This is an optimization exercise on Yosys and OpenROAD, whose aim is small area, not a production implementation.
In this exercise RTL edits were held to simulation tests only and were not proved equivalent to the original.

==> inputs of run D <==
==> flow/design.v <==
module uavtalk_rx #(
    parameter STAT_W = 16
) (
    input  wire              clk,
    input  wire              rst,           
    input  wire              in_valid,
    input  wire [7:0]        in_byte,
    input  wire              cat_hit,
    input  wire [15:0]       cat_size,
    input  wire              stats_clr,
    output reg               res_valid,
    output wire [1:0]        res_code,      
    output reg  [2:0]        err_code,
    output wire [7:0]        frm_type,
    output reg  [31:0]       frm_objid,
    output reg  [15:0]       frm_instid,
    output reg  [7:0]        frm_len,
    output wire              pl_valid,
    output reg  [7:0]        pl_byte,
    output wire [7:0]        pl_index,
    output reg  [STAT_W-1:0] rx_bytes,
    output reg  [STAT_W-1:0] rx_objects,
    output reg  [STAT_W-1:0] rx_errors
);
    localparam [2:0] E_NONE         = 3'd0,
                     E_BAD_SYNC     = 3'd1,
                     E_BAD_VERSION  = 3'd2,
                     E_BAD_SIZE     = 3'd3,
                     E_UNKNOWN_OBJ  = 3'd4,
                     E_TOO_LARGE    = 3'd5,
                     E_LEN_MISMATCH = 3'd6,
                     E_BAD_CHECKSUM = 3'd7;
    localparam [8:0] POS_SYNC = 9'h1F5;
    function [7:0] crc8_update;
        input [7:0] crc;
        input [7:0] data;
        integer i;
        reg [7:0] c;
        begin
            c = crc ^ data;
            for (i = 0; i < 8; i = i + 1)
                c = c[7] ? ((c << 1) ^ 8'h07) : (c << 1);
            crc8_update = c;
        end
    endfunction
    reg [8:0] pos;
    reg [7:0] crc;
    reg [2:0] typ;         
    reg       sz_hi;       
    assign frm_type = {5'b00100, typ};
    assign pl_index = pos[7:0];
    wire       hdr   = pos[8] & (pos[3:0] != 4'hF);
    wire [3:0] hp    = pos[3:0];
    wire       s_sync  = hdr & (hp == 4'h5);
    wire       s_type  = hdr & (hp == 4'h6);
    wire       s_szlo  = hdr & (hp == 4'h7);
    wire       s_szhi  = hdr & (hp == 4'h8);
    wire       s_obj0  = hdr & (hp == 4'h9);
    wire       s_obj1  = hdr & (hp == 4'hA);
    wire       s_obj2  = hdr & (hp == 4'hB);
    wire       s_obj3  = hdr & (hp == 4'hC);
    wire       s_inst0 = hdr & (hp == 4'hD);
    wire       s_inst1 = hdr & (hp == 4'hE);
    assign res_code = {err_code != 3'd0, s_sync & (err_code == 3'd0)};
    assign pl_valid = res_valid & ~pos[8];
    wire [8:0] pos_inc = pos + 9'd1;
    wire        use_cat = ~typ[0] & ~typ[2];       
    wire [7:0]  cmp_a   = hdr ? (cat_size[7:0] & {8{use_cat}}) : pos_inc[7:0];
    wire        cmp_eq  = (cmp_a == frm_len);
    wire        at_ck   = ~hdr & cmp_eq;
    wire       s_data  = ~hdr & ~at_ck;
    wire [8:0]  lo_m10    = {1'b0, in_byte} - 9'd10;
    wire        hi_eq     = (in_byte == {7'd0, sz_hi});
    wire        hi_p1     = (in_byte == {6'd0, sz_hi, ~sz_hi});
    wire        size_bad  = ~hi_eq & ~(hi_p1 & (frm_len == 8'd0));
    wire        too_large = use_cat & (cat_size[15:8] != 8'd0);
    wire        len_bad   = sz_hi | ~cmp_eq;
    wire        type_ok   = (in_byte[7:3] == 5'b00100) & (in_byte[2:0] <= 3'd4);
    wire [7:0]  crc_d     = (s_sync ? 8'h00 : crc) ^ in_byte;
    wire        ck_ok     = (crc_d == 8'd0);
    reg  [2:0]  cause;
    always @* begin
        cause = E_NONE;
        if (s_sync && in_byte != 8'h3C)  cause = E_BAD_SYNC;
        if (s_type && !type_ok)          cause = E_BAD_VERSION;
        if (s_szhi && size_bad)          cause = E_BAD_SIZE;
        if (s_inst1) begin
            if (!cat_hit)                cause = E_UNKNOWN_OBJ;
            else if (too_large)          cause = E_TOO_LARGE;
            else if (len_bad)            cause = E_LEN_MISMATCH;
        end
        if (at_ck && !ck_ok)             cause = E_BAD_CHECKSUM;
    end
    wire step_ok   = at_ck & ck_ok;
    wire step_disc = (cause != E_NONE);
    wire to_sync   = step_ok | (step_disc & ~s_sync);
    always @(posedge clk) begin
        err_code <= cause;
        pl_byte  <= in_byte;
        if (rst) begin
            res_valid <= 1'b0;
            pos       <= POS_SYNC;
        end else begin
            res_valid <= in_valid;
            if (in_valid && !(s_sync && step_disc))
                pos <= to_sync ? POS_SYNC : pos_inc;
        end
        if (in_valid) begin
            crc <= crc8_update(8'h00, crc_d);
            if (s_type) typ <= in_byte[2:0];
            if (s_szlo) {sz_hi, frm_len} <= lo_m10;
            if (s_szhi) sz_hi <= ~hi_eq;
            if (s_obj0) frm_objid[7:0]   <= in_byte;
            if (s_obj1) frm_objid[15:8]  <= in_byte;
            if (s_obj2) frm_objid[23:16] <= in_byte;
            if (s_obj3) frm_objid[31:24] <= in_byte;
            if (s_inst0) frm_instid[7:0]  <= in_byte;
            if (s_inst1) frm_instid[15:8] <= in_byte;
        end
    end
    wire kill = rst | stats_clr;
    wire [STAT_W:0] tb_, to_, te_;
    assign tb_[0] = in_valid & ~&rx_bytes;
    assign to_[0] = in_valid & step_ok & ~&rx_objects;
    assign te_[0] = in_valid & step_disc & ~&rx_errors;
    genvar gi;
    generate
        for (gi = 0; gi < STAT_W; gi = gi + 1) begin : g_carry
            assign tb_[gi+1] = tb_[gi] & rx_bytes[gi];
            assign to_[gi+1] = to_[gi] & rx_objects[gi];
            assign te_[gi+1] = te_[gi] & rx_errors[gi];
        end
    endgenerate
    always @(posedge clk) begin
        rx_bytes[STAT_W-1:1]   <= kill ? {(STAT_W-1){1'b0}} : rx_bytes[STAT_W-1:1]   ^ tb_[STAT_W-1:1];
        rx_objects[STAT_W-1:1] <= kill ? {(STAT_W-1){1'b0}} : rx_objects[STAT_W-1:1] ^ to_[STAT_W-1:1];
        rx_errors[STAT_W-1:1]  <= kill ? {(STAT_W-1){1'b0}} : rx_errors[STAT_W-1:1]  ^ te_[STAT_W-1:1];
        rx_bytes[0]   <= rst ? 1'b0 : stats_clr ? in_valid             : rx_bytes[0]   ^ tb_[0];
        rx_objects[0] <= rst ? 1'b0 : stats_clr ? (in_valid & step_ok)   : rx_objects[0] ^ to_[0];
        rx_errors[0]  <= rst ? 1'b0 : stats_clr ? (in_valid & step_disc) : rx_errors[0]  ^ te_[0];
    end
endmodule
==> flow/flow/run.sh <==
#!/bin/bash
set -euo pipefail
bash standard.sh \
  "BUFFER_PORTS_ARGS=-buffer_cell sky130_fd_sc_hd__buf_1" \
  "CTS_ARGS=-sink_clustering_enable -repair_clock_nets -dont_use_dummy_load -buf_list sky130_fd_sc_hd__clkbuf_8" \
  finish > standard_flow.log 2>&1
==> flow/standard.sh <==
#!/bin/bash
# synth_recipe.tcl (not shown) runs the flow's synth.tcl, then flattens the netlist and writes it again
# the make line also repeats each setting of config.mk as NAME=value (left out here)
make -C /OpenROAD-flow-scripts/flow DESIGN_CONFIG=/design/flow/config.mk WORK_HOME=/design/flow/orfs CLKGATE_MAP_FILE= SYNTH_SCRIPT=/design/flow/synth_recipe.tcl "${@:-finish}"
==> flow/config.mk <==
export PLATFORM = sky130hd
export DESIGN_NAME = uavtalk_rx
export DESIGN_NICKNAME = uavtalk_rx
export VERILOG_FILES = /design/flow/design.v
export SDC_FILE = /design/flow/constraint.sdc
export NUM_CORES = 4
export LEC_CHECK = 0
export CAP_MARGIN = 5
export CORE_MARGIN = 2
export CORE_UTILIZATION = 85
export CTS_BUF_LIST = sky130_fd_sc_hd__clkbuf_8
export SLEW_MARGIN = 5
==> flow/constraint.sdc <==
create_clock -name core_clock -period 7.0 [get_ports {clk}]
set_input_delay 1.4000 -clock core_clock [delete_from_list [all_inputs] [get_ports {clk}]]
set_output_delay 1.4000 -clock core_clock [all_outputs]
set_load 0.01 [all_outputs]
==> run X (differences from run D) <==
--- a/flow/design.v
+++ b/flow/design.v
@@ -66,6 +66,3 @@
     wire [8:0] pos_inc = pos + 9'd1;
-    wire        use_cat = ~typ[0] & ~typ[2];       
-    wire [7:0]  cmp_a   = hdr ? (cat_size[7:0] & {8{use_cat}}) : pos_inc[7:0];
-    wire        cmp_eq  = (cmp_a == frm_len);
-    wire        at_ck   = ~hdr & cmp_eq;
+    wire       at_ck   = ~hdr & (pos_inc[7:0] == frm_len);
     wire       s_data  = ~hdr & ~at_ck;
@@ -75,4 +72,6 @@
     wire        size_bad  = ~hi_eq & ~(hi_p1 & (frm_len == 8'd0));
+    wire        use_cat   = ~typ[0] & ~typ[2];       
     wire        too_large = use_cat & (cat_size[15:8] != 8'd0);
-    wire        len_bad   = sz_hi | ~cmp_eq;
+    wire [7:0]  exp_len   = use_cat ? cat_size[7:0] : 8'd0;
+    wire        len_bad   = sz_hi | (exp_len != frm_len);
     wire        type_ok   = (in_byte[7:3] == 5'b00100) & (in_byte[2:0] <= 3'd4);
==> flow/flow/run.sh (replaced) <==
#!/bin/bash
set -euo pipefail
bash standard.sh BUFFER_PORTS_ARGS="-buffer_cell sky130_fd_sc_hd__buf_1" finish > standard_flow.log 2>&1
- CAP_MARGIN: 5 -> 20
- CORE_UTILIZATION: 85 -> 75
- CTS_BUF_LIST: sky130_fd_sc_hd__clkbuf_8 -> sky130_fd_sc_hd__clkbuf_4 sky130_fd_sc_hd__clkbuf_8
- SLEW_MARGIN: 5 -> 20
==> results.sh <==
export IMPL_fp_dieH_um=88.7
export IMPL_yosys_area_top_type_share=0.335
export IMPL_synth_xor_area_frac=0.0532
export IMPL_status="did not finish"
export IMPL_synthAdderAreaFrac=0.109
export IMPL_lastStage="3_3_place_gp"
export IMPL_first_error="[ERROR GPL-0301] Utilization 101.566 % exceeds 100%."
The numbers above come from run D.

==> results.sh <==
export IMPL_status="complete, no violations"
export IMPL_final_common_cell="buf_1"
export IMPL_synthCells=526
export IMPL_yosys_area_top_type_share=0.326
export IMPL_power_density_mw_per_mm2=290
export IMPL_met1_length_um=5620
export IMPL_netSwitchingPower_uw=690
export IMPL_switching_share=0.329
export IMPL_relSlewSlack=0.438
export IMPL_synthFlopType="dfxtp_1"
export IMPL_synth_xor_area_frac=0.0627
export IMPL_fp_dieH_um=95.4
The numbers above come from run X.

afterwards: timing with drivers on the ports:
The flow's constraints put no driver on any port. The routed layout listed below was extracted and timed again, unchanged, in two steps. Step 1 sets driving cells, clkbuf_16 on the clock port and buf_2 on the other inputs (assumed; they add their load-dependent delay and slew). Step 2, shift: input delay + t, output delay - t, t = (earliest + latest rising clock arrival at the registers) / 2. This alone moves slack from input paths to output paths. Slacks: ideal / step 1 / step 2; pairs: ideal / step 1.
run: run X
t (ns): 0.476
setup slack, ns: 0.678 / 0.677 / 0.339
worst hold slack (ns): 0.559 / 0.559 / 0.559
latest minus earliest clock arrival (ns): 0.013 / 0.013
worst slew at a driven data input, ns: 0.06
After both steps setup and hold are still met in run X. For run X, drivers alone change the setup slack by -0.001 ns; drivers and shift together by -0.339 ns.
